What follows belongs to an exercise in optimizing a design on an open flow for small area, a short achievable clock period and few clock cycles; a production flow would make more cautious choices.
Function was checked by simulation only, so behaviour that the tests miss may differ from the original.
Power and IR drop assume default switching activity.

--- design.v ---
module bfs (
    input             clk,
    input             rst,
    input             cmd_valid,
    output            cmd_ready,
    input      [31:0] cmd_data,
    output reg        out_valid,
    input             out_ready,
    output reg  [3:0] out_tag,
    output reg        out_last,
    output reg [31:0] out_data
);
    localparam [7:0] OP_FEED    = 8'h01;
    localparam [7:0] OP_DRESET  = 8'h02;
    localparam [7:0] OP_HAPPEND = 8'h03;
    localparam [7:0] OP_HREAD   = 8'h04;
    localparam [7:0] OP_ECSUM   = 8'h05;
    localparam [7:0] OP_ENCODE  = 8'h06;
    localparam [7:0] OP_DBNC    = 8'h07;
    localparam [3:0] T_DESYNC   = 4'd1;
    localparam [3:0] T_CSUMERR  = 4'd2;
    localparam [3:0] T_ANOMALY  = 4'd3;
    localparam [3:0] T_OVERREQ  = 4'd4;
    localparam [3:0] T_ENCINV   = 4'd5;
    localparam [3:0] T_ILLEGAL  = 4'd6;
    localparam [3:0] T_PACKET   = 4'd8;
    localparam [3:0] T_TX       = 4'd9;
    localparam [3:0] T_CSUM     = 4'd10;
    localparam [3:0] T_HIST     = 4'd11;
    localparam [3:0] T_CODE     = 4'd12;
    localparam [3:0] S_IDLE = 4'd0;    
    localparam [3:0] S_ONE  = 4'd1;    
    localparam [3:0] S_COLL = 4'd2;    
    localparam [3:0] S_ENC  = 4'd3;    
    localparam [3:0] S_TX   = 4'd4;    
    localparam [3:0] S_HIST = 4'd5;    
    localparam [3:0] S_CONS = 4'd6;    
    localparam [3:0] S_PKT  = 4'd7;    
    localparam [3:0] S_WIN  = 4'd8;    
    localparam [3:0] S_CONT = 4'd9;    
    function in_wl;
        input [7:0] b;
        in_wl = (b == 8'h00) || (b == 8'h3F) || (b == 8'h50) ||
                (b == 8'h68) || (b == 8'h80) || (b == 8'hBF);
    endfunction
    function in_ds;
        input [15:0] c;
        in_ds = (c == 16'h3210) || (c == 16'h3211);
    endfunction
    reg  [3:0]  state;
    reg  [3:0]  em_next;
    reg  [3:0]  em_tag;
    reg  [31:0] em_data;
    reg         em_last;
    reg  [6:0]  P;
    reg  [7:0]  SRC;
    reg  [7:0]  LEN;
    reg  [7:0]  DST;
    reg  [7:0]  PAY [0:123];
    reg         CLEAN;
    reg  [7:0]  acc;            
    reg  [7:0]  live_x;
    reg         from_stk;
    reg  [7:0]  stk [0:127];    
    reg  [7:0]  sp;
    reg  [7:0]  wrp;            
    reg  [7:0]  wcnt;           
    reg  [6:0]  pidx;           
    reg  [7:0]  HB [0:254];
    reg  [7:0]  HW;
    reg         DBV;
    reg  [15:0] DBC;
    reg  [7:0]  op_r;
    reg  [7:0]  enc_s;
    reg  [7:0]  enc_l;
    reg  [7:0]  enc_d;
    reg  [7:0]  enc_n;
    reg  [6:0]  enc_t;
    reg  [6:0]  enc_k;
    reg  [7:0]  enc_acc;
    reg         enc_ill;
    reg  [31:0] enc_ilw;
    reg  [31:0] encw [0:63];
    reg  [8:0]  tidx;
    reg  [7:0]  h_cnt;
    reg  [7:0]  h_idx;
    reg  [7:0]  h_rp;
    reg         h_hdr;
    wire        can_emit = !out_valid || out_ready;
    assign      cmd_ready = (state == S_IDLE) || (state == S_COLL);
    wire [7:0]  c_op = cmd_data[31:24];
    wire [7:0]  c_a  = cmd_data[23:16];
    wire [15:0] c_d  = cmd_data[15:0];
    wire [7:0]  c_n  = (c_a > 8'd2) ? (c_a - 8'd2) : 8'd0;
    wire [8:0]  c_t9 = {1'b0, c_n} + 9'd3;
    wire [6:0]  c_t  = c_t9[8:2];
    wire [7:0]  hw_inc = (HW == 8'd254) ? 8'd0 : HW + 8'd1;
    wire [8:0]  hr_start = ({1'b0, HW} >= {1'b0, c_d[7:0]}) ?
                           ({1'b0, HW} - {1'b0, c_d[7:0]}) :
                           ({1'b0, HW} + 9'd255 - {1'b0, c_d[7:0]});
    wire [7:0]  cx = from_stk ? stk[sp - 8'd1] : live_x;
    wire [7:0]  sp_after = from_stk ? sp - 8'd1 : sp;
    wire [6:0]  pay_i = P - 7'd3;
    wire [7:0]  last_lanes = enc_n - {enc_k[5:0], 2'b00};    
    wire        lane_bad = ((last_lanes <= 8'd1) && (cmd_data[15:8]  != 8'h00)) ||
                           ((last_lanes <= 8'd2) && (cmd_data[23:16] != 8'h00)) ||
                           ((last_lanes <= 8'd3) && (cmd_data[31:24] != 8'h00));
    wire [8:0]  tj = tidx - 9'd3;
    wire [31:0] tword = encw[tj[7:2]];
    reg  [7:0]  tbyte;
    always @(*) begin
        if (tidx == 9'd0)                    tbyte = enc_s;
        else if (tidx == 9'd1)               tbyte = enc_l;
        else if (tidx == 9'd2)               tbyte = enc_d;
        else if (tidx == {1'b0, enc_n} + 9'd3) tbyte = enc_acc;
        else begin
            case (tj[1:0])
                2'd0: tbyte = tword[7:0];
                2'd1: tbyte = tword[15:8];
                2'd2: tbyte = tword[23:16];
                default: tbyte = tword[31:24];
            endcase
        end
    end
    always @(posedge clk) begin
        if (rst) begin
            state     <= S_IDLE;
            out_valid <= 1'b0;
            P         <= 7'd0;
            CLEAN     <= 1'b0;
            HW        <= 8'd0;
            DBV       <= 1'b0;
            sp        <= 8'd0;
        end else begin
            if (out_ready)
                out_valid <= 1'b0;
            case (state)
            S_IDLE: begin
                if (cmd_valid) begin
                    op_r <= c_op;
                    case (c_op)
                    OP_FEED: begin
                        if (c_a != 8'd0 || c_d[15:8] != 8'd0) begin
                            em_tag <= T_ILLEGAL; em_data <= cmd_data; em_last <= 1'b1;
                            em_next <= S_IDLE; state <= S_ONE;
                        end else begin
                            live_x   <= c_d[7:0];
                            from_stk <= 1'b0;
                            state    <= S_CONS;
                        end
                    end
                    OP_DRESET: begin
                        if (c_a != 8'd0 || c_d != 16'd0) begin
                            em_tag <= T_ILLEGAL; em_data <= cmd_data; em_last <= 1'b1;
                            em_next <= S_IDLE; state <= S_ONE;
                        end else begin
                            P  <= 7'd0;
                            HW <= 8'd0;
                        end
                    end
                    OP_HAPPEND: begin
                        if (c_a != 8'd0 || c_d[15:8] != 8'd0) begin
                            em_tag <= T_ILLEGAL; em_data <= cmd_data; em_last <= 1'b1;
                            em_next <= S_IDLE; state <= S_ONE;
                        end else begin
                            HB[HW] <= c_d[7:0];
                            HW     <= hw_inc;
                        end
                    end
                    OP_HREAD: begin
                        if (c_a != 8'd0) begin
                            em_tag <= T_ILLEGAL; em_data <= cmd_data; em_last <= 1'b1;
                            em_next <= S_IDLE; state <= S_ONE;
                        end else if (c_d > 16'd255) begin
                            em_tag <= T_OVERREQ; em_data <= {16'd0, c_d}; em_last <= 1'b1;
                            h_cnt <= 8'd0; h_idx <= 8'd0; h_hdr <= 1'b0;
                            em_next <= S_HIST; state <= S_ONE;
                        end else begin
                            h_cnt <= c_d[7:0]; h_idx <= 8'd0; h_hdr <= 1'b0;
                            h_rp  <= hr_start[7:0];
                            state <= S_HIST;
                        end
                    end
                    OP_ECSUM, OP_ENCODE: begin
                        enc_s   <= c_d[15:8];
                        enc_l   <= c_a;
                        enc_d   <= c_d[7:0];
                        enc_n   <= c_n;
                        enc_t   <= c_t;
                        enc_k   <= 7'd0;
                        enc_acc <= c_d[15:8] ^ c_a ^ c_d[7:0];
                        enc_ill <= 1'b0;
                        state   <= (c_t == 7'd0) ? S_ENC : S_COLL;
                    end
                    OP_DBNC: begin
                        if (c_a != 8'd0) begin
                            em_tag <= T_ILLEGAL; em_data <= cmd_data; em_last <= 1'b1;
                            em_next <= S_IDLE; state <= S_ONE;
                        end else if (in_ds(c_d) && DBV && DBC == c_d) begin
                            DBV <= 1'b0;
                        end else begin
                            DBV <= in_ds(c_d);
                            if (in_ds(c_d))
                                DBC <= c_d;
                            em_tag <= T_CODE; em_data <= {16'd0, c_d}; em_last <= 1'b1;
                            em_next <= S_IDLE; state <= S_ONE;
                        end
                    end
                    default: begin
                        em_tag <= T_ILLEGAL; em_data <= cmd_data; em_last <= 1'b1;
                        em_next <= S_IDLE; state <= S_ONE;
                    end
                    endcase
                end
            end
            S_ONE: begin
                if (can_emit) begin
                    out_valid <= 1'b1;
                    out_tag   <= em_tag;
                    out_data  <= em_data;
                    out_last  <= em_last;
                    state     <= em_next;
                end
            end
            S_COLL: begin
                if (cmd_valid) begin
                    encw[enc_k[5:0]] <= cmd_data;
                    enc_acc <= enc_acc ^ cmd_data[7:0] ^ cmd_data[15:8] ^
                               cmd_data[23:16] ^ cmd_data[31:24];
                    enc_k   <= enc_k + 7'd1;
                    if (enc_k + 7'd1 == enc_t) begin
                        enc_ill <= lane_bad;
                        enc_ilw <= cmd_data;
                        state   <= S_ENC;
                    end
                end
            end
            S_ENC: begin
                if (enc_ill) begin
                    em_tag <= T_ILLEGAL; em_data <= enc_ilw; em_last <= 1'b1;
                    em_next <= S_IDLE; state <= S_ONE;
                end else if (op_r == OP_ECSUM) begin
                    em_tag <= T_CSUM; em_data <= {24'd0, enc_acc}; em_last <= 1'b1;
                    em_next <= S_IDLE; state <= S_ONE;
                end else if (enc_l < 8'd2) begin
                    em_tag <= T_ENCINV; em_data <= {24'd0, enc_l}; em_last <= 1'b1;
                    em_next <= S_IDLE; state <= S_ONE;
                end else begin
                    tidx  <= 9'd0;
                    state <= S_TX;
                end
            end
            S_TX: begin
                if (can_emit) begin
                    out_valid <= 1'b1;
                    out_tag   <= T_TX;
                    out_data  <= {24'd0, tbyte};
                    out_last  <= (tidx == {1'b0, enc_l} + 9'd1);
                    tidx      <= tidx + 9'd1;
                    if (tidx == {1'b0, enc_l} + 9'd1)
                        state <= S_IDLE;
                end
            end
            S_HIST: begin
                if (can_emit) begin
                    out_valid <= 1'b1;
                    out_tag   <= T_HIST;
                    if (!h_hdr) begin
                        out_data <= {24'd0, h_cnt};
                        out_last <= (h_cnt == 8'd0);
                        h_hdr    <= 1'b1;
                        if (h_cnt == 8'd0)
                            state <= S_IDLE;
                    end else begin
                        out_data <= {24'd0, HB[h_rp]};
                        out_last <= (h_idx + 8'd1 == h_cnt);
                        h_rp     <= (h_rp == 8'd254) ? 8'd0 : h_rp + 8'd1;
                        h_idx    <= h_idx + 8'd1;
                        if (h_idx + 8'd1 == h_cnt)
                            state <= S_IDLE;
                    end
                end
            end
            S_CONS: begin
                if (can_emit) begin
                    HB[HW] <= cx;
                    HW     <= hw_inc;
                    sp     <= sp_after;
                    state  <= (sp_after != 8'd0) ? S_CONS : S_IDLE;
                    from_stk <= 1'b1;
                    if (P == 7'd0) begin
                        if (in_wl(cx)) begin
                            SRC <= cx;
                            acc <= cx;
                            P   <= 7'd1;
                        end else begin
                            CLEAN     <= 1'b0;
                            out_valid <= 1'b1;
                            out_last  <= 1'b1;
                            if (CLEAN) begin
                                out_tag  <= T_ANOMALY;
                                out_data <= {24'd0, cx};
                                em_tag   <= T_DESYNC;
                                em_data  <= {24'd0, cx};
                                em_last  <= 1'b1;
                                em_next  <= S_CONT;
                                state    <= S_ONE;
                            end else begin
                                out_tag  <= T_DESYNC;
                                out_data <= {24'd0, cx};
                            end
                        end
                    end else if (P == 7'd1) begin
                        if (cx >= 8'd2 && cx <= 8'd126) begin
                            LEN <= cx;
                            acc <= acc ^ cx;
                            P   <= 7'd2;
                        end else begin
                            CLEAN     <= 1'b0;
                            P         <= 7'd0;
                            out_valid <= 1'b1;
                            out_last  <= 1'b1;
                            out_tag   <= T_DESYNC;
                            out_data  <= {16'd0, 8'd1, cx};
                        end
                    end else if (P == 7'd2) begin
                        if (in_wl(cx)) begin
                            DST <= cx;
                            acc <= acc ^ cx;
                            P   <= 7'd3;
                        end else begin
                            CLEAN     <= 1'b0;
                            P         <= 7'd0;
                            out_valid <= 1'b1;
                            out_last  <= 1'b1;
                            out_tag   <= T_DESYNC;
                            out_data  <= {16'd0, 8'd2, cx};
                        end
                    end else if ({1'b0, pay_i} < LEN - 8'd2) begin
                        PAY[pay_i] <= cx;
                        acc <= acc ^ cx;
                        P   <= P + 7'd1;
                    end else if (cx == acc) begin
                        P         <= 7'd0;
                        CLEAN     <= 1'b1;
                        out_valid <= 1'b1;
                        out_tag   <= T_PACKET;
                        out_data  <= {8'd0, SRC, DST, LEN - 8'd2};
                        out_last  <= (LEN == 8'd2);
                        pidx      <= 7'd0;
                        if (LEN != 8'd2)
                            state <= S_PKT;
                    end else begin
                        P         <= 7'd0;
                        CLEAN     <= 1'b0;
                        out_valid <= 1'b1;
                        out_tag   <= T_CSUMERR;
                        out_data  <= {8'd0, LEN, acc, cx};
                        out_last  <= 1'b1;
                        wrp       <= HW;
                        wcnt      <= LEN;
                        state     <= S_WIN;
                    end
                end
            end
            S_PKT: begin
                if (can_emit) begin
                    out_valid <= 1'b1;
                    out_tag   <= T_PACKET;
                    out_data  <= {24'd0, PAY[pidx]};
                    out_last  <= ({1'b0, pidx} + 8'd3 == LEN);
                    pidx      <= pidx + 7'd1;
                    if ({1'b0, pidx} + 8'd3 == LEN)
                        state <= S_CONT;
                end
            end
            S_WIN: begin
                stk[sp[6:0]] <= HB[wrp];
                sp   <= sp + 8'd1;
                wrp  <= (wrp == 8'd0) ? 8'd254 : wrp - 8'd1;
                wcnt <= wcnt - 8'd1;
                if (wcnt == 8'd1) begin
                    from_stk <= 1'b1;
                    state    <= S_CONS;
                end
            end
            S_CONT: begin
                from_stk <= 1'b1;
                state    <= (sp != 8'd0) ? S_CONS : S_IDLE;
            end
            default: state <= S_IDLE;
            endcase
        end
    end
endmodule
--- run.sh ---
#!/bin/bash
# synth_recipe.tcl (not shown) runs the flow's synth.tcl, then flattens the netlist and writes it again
# the make line also repeats each setting of config.mk as NAME=value (left out here)
make -C /OpenROAD-flow-scripts/flow DESIGN_CONFIG=/design/flow/config.mk WORK_HOME=/design/flow/orfs CLKGATE_MAP_FILE= SYNTH_SCRIPT=/design/flow/synth_recipe.tcl finish
--- config.mk ---
export PLATFORM = sky130hd
export DESIGN_NAME = bfs
export DESIGN_NICKNAME = bfs
export VERILOG_FILES = /design/flow/design.v
export SDC_FILE = /design/flow/constraint.sdc
export NUM_CORES = 4
export LEC_CHECK = 0
export CAP_MARGIN = 20
export CORE_MARGIN = 2
export CORE_UTILIZATION = 25
export PLACE_DENSITY = 0.4
export SLEW_MARGIN = 20
--- constraint.sdc ---
create_clock -name core_clock -period 10.0 [get_ports {clk}]
set_input_delay 2.0000 -clock core_clock [delete_from_list [all_inputs] [get_ports {clk}]]
set_output_delay 2.0000 -clock core_clock [all_outputs]
set_load 0.01 [all_outputs]
==> flow_summary.ini <==
[routing]
postRouteAntennaNets = 0
drt-pass1-iter-count = 8
vias_per_cell = 4.916
drc = 0
wl_um = 937700
num_vias = 141700
drtIter0Drc = 15740
routedWlPerCell_um = 32.52

[power]
ir_drop_mv = 0.1563
leakagePower_nw = 95.42
power_density_nw_per_um2 = 211.2

[synthesis]
async_flop_share_pct = 0
synth.cell_area_um2 = 270700
synth_common_cells = edfxtp_1 (6389), mux4_2 (2298), nand2_1 (795)
synth_fp_nets = 13510
ys_seq_area_share_pct = 71.26
synthFlopType = edfxtp_1
synthCells = 13410
synth_top_cell_by_area = edfxtp_1
synth_edf_count = 6389
yosysMostFrequentCell = edfxtp_1
syn_avg_cell_area_um2 = 20.18
yosys_warnings = 1
synthTopCellsByArea = edfxtp_1 (71%), mux4_2 (19%), mux2i_1 (1.2%)
synth_cell_types = 107
yosysTopAreaCellShare_pct = 70.87
ys_ff_latch = 6442

[critical_path]
crit_buf_inv = 3
worst_ep_required_time_ns = 10.71
crit_path_max_incr_delay_ns = 0.95
cp.depth = 15
reg2regPathDepth = 15
end_kind = flop
critPathTopFamily = compound AO/OA/AOI/OAI gates
arrival_ns = 8.27
crit_type = reg2reg
crit_path_start_kind = flop
worstPathMaxFanout = 42
path_cells = inv_1, ha_4, buf_4, mux4_2, mux2i_1, a21oi_1, a2111oi_0, o21bai_1, nand2_2, inv_4, o211ai_1, a2bb2oi_2, o21ai_2, nand2_1, and4_2
crit_slowest_cell = and4_2

[global_routing]
grtUsageTotal_pct = 16.74
grt_pass1_wl_um = 1281000
use_met1_pct = 24.08
grt_use_met2_pct = 26.56
globalRouteMet3Util_pct = 2.556
antenna_found_initial = 74
grt-busiest-layer = met2
grt-ovfl-total = 0
grt_pass1_vias = 143300
grt_max_degree = 121

[placement]
place_inst = 27520
dp_worst_setup_slack_ns = 1.879
io_buffers = 74
place_congestion = 0.8274
hpwlAfterDp_um = 579200
dpl_cell_area_um2 = 291600

[sta]
finalMaxSlewViolations = 0
tightest_slew_ns = 1.288
setup_viol = 0
fin_crit_sh_pct = 75.61
max_slew_margin_pct = 13.52
rsz0062_at_grt = false
clock_skew_ns = 0.1476
fin_crit_ns = 7.561
final.setup.worst_slack_ns = 2.439
hold_slack_ns = 0.5180
max_freq_mhz = 132.3
hold_viol_final = 0

[floorplan]
die_area_um2 = 1091000
core-area_um2 = 1081000
pin_count = 75
rows = 382
die_h_um = 1045
start_util_pct = 25.05
dieWidth_um = 1045

[clock_tree]
clkTransAtPathRegs_ns = 0.06
hold_buffers = 0
root_buffer = clkbuf_16
worstSkewPairLatency_ns = 1.15
post_cts_buffers = 0
cts_tree = yes
cts_inserted_buffers = 728
cts-htree-levels = 6
clockBufferDepth = 5
cts_resized = 0
cts.sinks = 6442

[min_path]
hold_class = reg2reg
whs_path_depth = 1

[final_layout]
final_util_pct = 29.09
drive_gt1_share_pct = 28.26
fin_area_um2 = 314300
syn_to_final_growth_pct = 16.10
final_cells = 28830
num-nets-final = 13950

[run]
max_cap_viol_count = 0

[status]
status = finished clean
==> power by group <==
part           switching (mW)  internal (mW)  total, mW
combinational            6.20           2.75       8.95
clock                    11.3           14.8       26.1
sequential              0.224           31.1       31.3
total                    17.7           48.7       66.4
==> sequential cells by signal, indices dropped and copies added (netlist names), 9 cells and up, named ones only <==
signal,flops
encw,2048
PAY,992
DBC,16
out_data,32
HB,2040
enc_ilw,32
em_data,32
stk,1024
tidx,9
==> layout by cell type (no fill, tap or decap), types with 43 or more instances in the layout <==
master / synthesis / routed
o22ai_1: 49 / 47
clkbuf_16: 0 / 737
buf_4: 19 / 456
and3_1: 46 / 46
nor3_1: 97 / 91
mux2i_1: 335 / 330
xnor2_1: 127 / 118
nand2_1: 795 / 776
edfxtp_1: 6389 / 6389
clkinv_1: 2 / 165
mux4_2: 2298 / 2297
a21oi_1: 202 / 200
o221ai_1: 54 / 54
inv_1: 72 / 65
buf_12: 0 / 67
bufinv_16: 0 / 51
o21ai_0: 168 / 149
a31oi_1: 60 / 56
nor2b_1: 58 / 57
nor2_4: 1 / 68
clkbuf_1: 486 / 156
clkinv_2: 0 / 107
xor2_1: 68 / 62
nand3_1: 191 / 191
nor2_1: 786 / 712
mux2_2: 43 / 43
ha_1: 53 / 52
==> per-layer routing <==
metal,vias to the layer above,part of all wire (%)
met4,2,2.6
met5,-,0.0014
met3,1054,5.5
li1,57310,-
met2,4569,47
met1,78790,45
==> cells by family (layout without fill, tap and decap cells) <==
family	after synthesis	count (layout)	synth area share (%)
AOI/OAI and AO/OA	918	918	2.357
other	0	25	0
muxes	2677	2677	20.54
and+or+nand+nor	2188	2188	3.527
adders and majority gates	56	56	0.2671
buffers and inverters	936	1927	1.405
DFF	6442	6442	71.26
xor gates and xnor gates	197	197	0.6470
==> per-stage QoR <==
stage	power (mW)	TNS, ns
floorplan	36.76	-685.00
global placement	40.97	0
detailed placement	41.00	0
CTS	67.17	0
global route	68.51	0
finish	66.39	0
==> path summary, 6_finish.rpt <==
kind / start / endpoint / slack (ns)
max: sp[0] / em_data[1] / 2.44
min: em_data[3] / out_data[3] / 0.52
max reg2reg: sp[0] / em_data[1] / 2.44
min reg2reg: em_data[3] / out_data[3] / 0.52
==> cell type report <==
| cell class | count | area [um2] |
|---|---|---|
| repair buffers | 572 | 5310 |
| flip-flops and latches | 6442 | 193000 |
| multi-input cells | 6036 | 75170 |
| diodes | 25 | 62.56 |
| clock inverters | 384 | 3418 |
| fillers | 105800 | 766300 |
| well taps | 14400 | 18020 |
| clock buffers | 895 | 19060 |
| inverters | 76 | 305.3 |
Testbench counts, summed over its fixed seeds: cycles 363,202.

[port drivers added, routing unchanged]
How much do the figures lean on ideal ports? The routed layout below was timed once more, with nothing changed but the port constraints.
Step 1 assumes that a clkbuf_16 drives the clock port and a buf_2 every other input.
Step 2 times the ports against the registers' clock, not the clock port: input delays grow and output delays shrink by t, the midpoint of the rising clock arrivals with the driver on.
Three values: ideal ports, drivers, drivers and shift; two values: the first two.
t (ns): 1.223
setup WS [ns]: 2.439 / 2.439 / 2.118
slew at the worst register clock pin (ns): 0.07 / 0.07
After both steps setup and hold are still met in this run. The setup slack of this run moves by 0.000 ns with the drivers and by -0.321 ns with both steps.
